What follows belongs to an exercise in optimizing a design on an open flow for small area and few clock cycles; a production flow would make more cautious choices.
Only simulation tests tie the RTL to the original design; equivalence was not proved.
No driver is modelled on the clock port, so clock power and skew are understated where the tree is cut down; a real chip needs a root buffer or a tree.
No activity file was given, so power comes from the tool's default toggle rates.

// gxc16
module gxc16 (
    input  wire         clk,
    input  wire         rst,             
    input  wire         cmd_valid,
    output wire         cmd_ready,
    input  wire [127:0] cmd_word,
    output wire         rsp_valid,
    output wire [1:0]   rsp_status,
    output wire [15:0]  rsp_data,
    output wire [7:0]   rsp_errp,
    output wire         bus_req_valid,
    output wire [1:0]   bus_req_op,      
    output wire [7:0]   bus_req_reg,
    output wire [1:0]   bus_req_len,     
    output wire [15:0]  bus_req_wdata,   
    input  wire         bus_cpl_valid,
    input  wire         bus_cpl_err,
    input  wire [7:0]   bus_cpl_rdata,
    input  wire [7:0]   bus_cpl_errp
);
    localparam [1:0] ST_OK      = 2'd0,
                     ST_ERR_DIR = 2'd1,
                     ST_ERR_ILL = 2'd2,
                     ST_ERR_BUS = 2'd3;
    localparam [3:0] OPC_CFG   = 4'h1,
                     OPC_RD    = 4'h2,
                     OPC_RDPIN = 4'h3,
                     OPC_WR    = 4'h4,
                     OPC_WRPIN = 4'h5;
    reg [15:0] input_mask;
    reg [15:0] direction_mask;
    reg [15:0] active_low_mask;
    reg [15:0] output_cache;
    wire [15:0] output_mask = ~direction_mask;
    reg         req;         
    reg         rsp;         
    reg         m_rd;        
    reg         m_pin;       
    reg  [2:0]  cnt;
    wire        m_cfg = ~(cnt[0] & ~cnt[1]);
    wire        half  = cnt[2];
    reg         phase;       
    reg         cont;        
    reg  [1:0]  status_q;
    reg  [47:0] dq;
    wire [127:0] w   = cmd_word;
    wire [3:0]   opc = w[127:124];
    wire z_res = ~|w[122:97];
    wire z_a   = ~|w[96:32];
    wire z_b   = ~|w[31:16];
    wire z_c   = ~|w[15:9];
    wire z_d   = ~w[8];
    wire z_e   = ~|w[7:4];
    wire is_cfg   = (opc == OPC_CFG);
    wire is_rd    = (opc == OPC_RD);
    wire is_rdpin = (opc == OPC_RDPIN);
    wire is_wr    = (opc == OPC_WR);
    wire is_wrpin = (opc == OPC_WRPIN);
    wire legal = ~w[123] & z_res &
  ...
Size in the first run: about 120 flip-flops, about 210 I/O pins.
export LEC_CHECK = 0
export ABC_AREA = 1
export CAP_MARGIN = 20
export CORE_MARGIN = 2
export CORE_UTILIZATION = 65
export PLACE_DENSITY = 0.75
export SLEW_MARGIN = 20
create_clock -name core_clock -period 10.0 [get_ports {clk}]
standard.sh (not shown) runs the stock make flow with config.mk's settings and CLKGATE_MAP_FILE= SYNTH_SCRIPT=/design/flow/synth_recipe.tcl, a recipe that flattens the netlist after the stock synthesis.
==> flow/flow/run.sh <==
#!/bin/bash
# The standard ORFS layout (standard.sh), run with a copy of the ORFS
# scripts that differs in three ways:
#  - synthesis maps the logic with an area-only ABC script (flow/abc_area.script,
#    used through ABC_AREA=1); registers are mapped before ABC as usual;
#  - the port buffers use the smallest buffer cell (buf_1);
#  - the clock tree is built by flow/manual_cts.tcl instead of TritonCTS: one
#    root buffer at the clock port's net, one leaf buffer per group of about 12
#    nearby flip-flops, the same two buffer levels to every register.
# Everything else, including timing repair after CTS, is ORFS's own step.
# Each tool's output is in standard.log and orfs/logs/.
set -euo pipefail
here=$(pwd)
rm -rf "$here/scripts_mod"
cp -r "$FLOW_HOME/scripts" "$here/scripts_mod"
cp "$here/flow/abc_area.script" "$here/scripts_mod/abc_area.script"
python3 - "$here/scripts_mod/cts.tcl" "$here/flow/manual_cts.tcl" <<'PY'
import sys
p, m = sys.argv[1], sys.argv[2]
s = open(p).read()
old = "log_cmd clock_tree_synthesis {*}$cts_args\n"
assert s.count(old) == 1
s = s.replace(old, "source {%s}\nmcts_build clk sky130_fd_sc_hd__clkbuf_8 sky130_fd_sc_hd__clkbuf_8 12\nset_propagated_clock [all_clocks]\n" % m)
open(p, "w").write(s)
PY
export BUFFER_PORTS_ARGS="-buffer_cell sky130_fd_sc_hd__buf_1"
bash standard.sh SCRIPTS_DIR="$here/scripts_mod" finish > standard.log 2>&1
Other scripts of this flow, unchanged in this note and not shown: flow/flow/abc_area.script, flow/flow/manual_cts.tcl
The starting point completed with no timing, DRC or antenna violations.
Testbench counts at the start, summed over its fixed seeds: cycles 22,997.
Then changed:
CORE_UTILIZATION = 50   (was 65)
GPL_TIMING_DRIVEN = 0   (was unset)
PLACE_DENSITY = unset   (was 0.75)
Outcome:
- first-iteration DRC count came out lower by 23%
- global-route usage came out lower by 7.6 points
- die area came out higher by 29%
- final area came out higher by 4.3%
- setup slack gains 0.074 ns
- area after synthesis does not change
Then changed:
--- a/flow/flow/run.sh
+++ b/flow/flow/run.sh
@@ -8 +8 @@
-#    root buffer at the clock port's net, one leaf buffer per group of about 12
+#    root buffer at the clock port's net, one leaf buffer per group of about 14
@@ -23 +23 @@
-s = s.replace(old, "source {%s}\nmcts_build clk sky130_fd_sc_hd__clkbuf_8 sky130_fd_sc_hd__clkbuf_8 12\nset_propagated_clock [all_clocks]\n" % m)
+s = s.replace(old, "source {%s}\nmcts_build clk sky130_fd_sc_hd__clkbuf_4 sky130_fd_sc_hd__clkbuf_8 9\nset_propagated_clock [all_clocks]\n" % m)
CORE_UTILIZATION = 65   (was 50)
GPL_TIMING_DRIVEN = unset   (was 0)
PLACE_DENSITY = 0.75   (was unset)
=> Setup slack barely changes; synthesized area does not change; sequential cell count does not change; routed wire length drops by about 6.5%; cell count is lower by 5.1%; design area shrinks by about 4.7%; total power decreases by about 6%.
Then changed:
--- a/flow/flow/run.sh
+++ b/flow/flow/run.sh
@@ -23 +23 @@
-s = s.replace(old, "source {%s}\nmcts_build clk sky130_fd_sc_hd__clkbuf_4 sky130_fd_sc_hd__clkbuf_8 9\nset_propagated_clock [all_clocks]\n" % m)
+s = s.replace(old, "source {%s}\nmcts_build clk sky130_fd_sc_hd__clkbuf_8 sky130_fd_sc_hd__clkbuf_8 14\nset_propagated_clock [all_clocks]\n" % m)
=> Worst setup slack degrades by 0.042 ns. Area after synthesis stays the same. Sequential power stays flat. Design area stays flat. Total power increases by 1.5%. Final cell count is lower by 0.34%.
In every run of this note, the design's own scripts or RTL, not TritonCTS, make the clock network.

-- static timing again, ports no longer ideal --
The results above use ideal ports. As a check the final layouts listed here were re-extracted and re-timed, cells and wires unchanged.
Step 1 sets driving cells, clkbuf_16 on the clock port and buf_2 on the other inputs (assumed; they add their load-dependent delay and slew).
Step 2, shift: input delay + t, output delay - t, t = (earliest + latest rising clock arrival at the registers) / 2. This alone moves slack from input paths to output paths.
Three values: ideal, step 1, step 2; two values: the first two.
run	shift t [ns]	slack for setup (ns)	worst setup path after step 2	pins driven straight from the clock port
the first run	0.463	4.633 / 4.593 / 5.056	register to output	1
the second run	0.475	4.708 / 4.669 / 4.604	input to register	1
the third run	0.475	4.711 / 4.672 / 5.146	register to output	1
the fourth run	0.441	4.668 / 4.629 / 5.070	register to output	1
After both steps setup and hold are still met in every run listed. The setup slack of the second run, which loses most, moves by -0.039 ns with the drivers and by -0.104 ns with both steps.
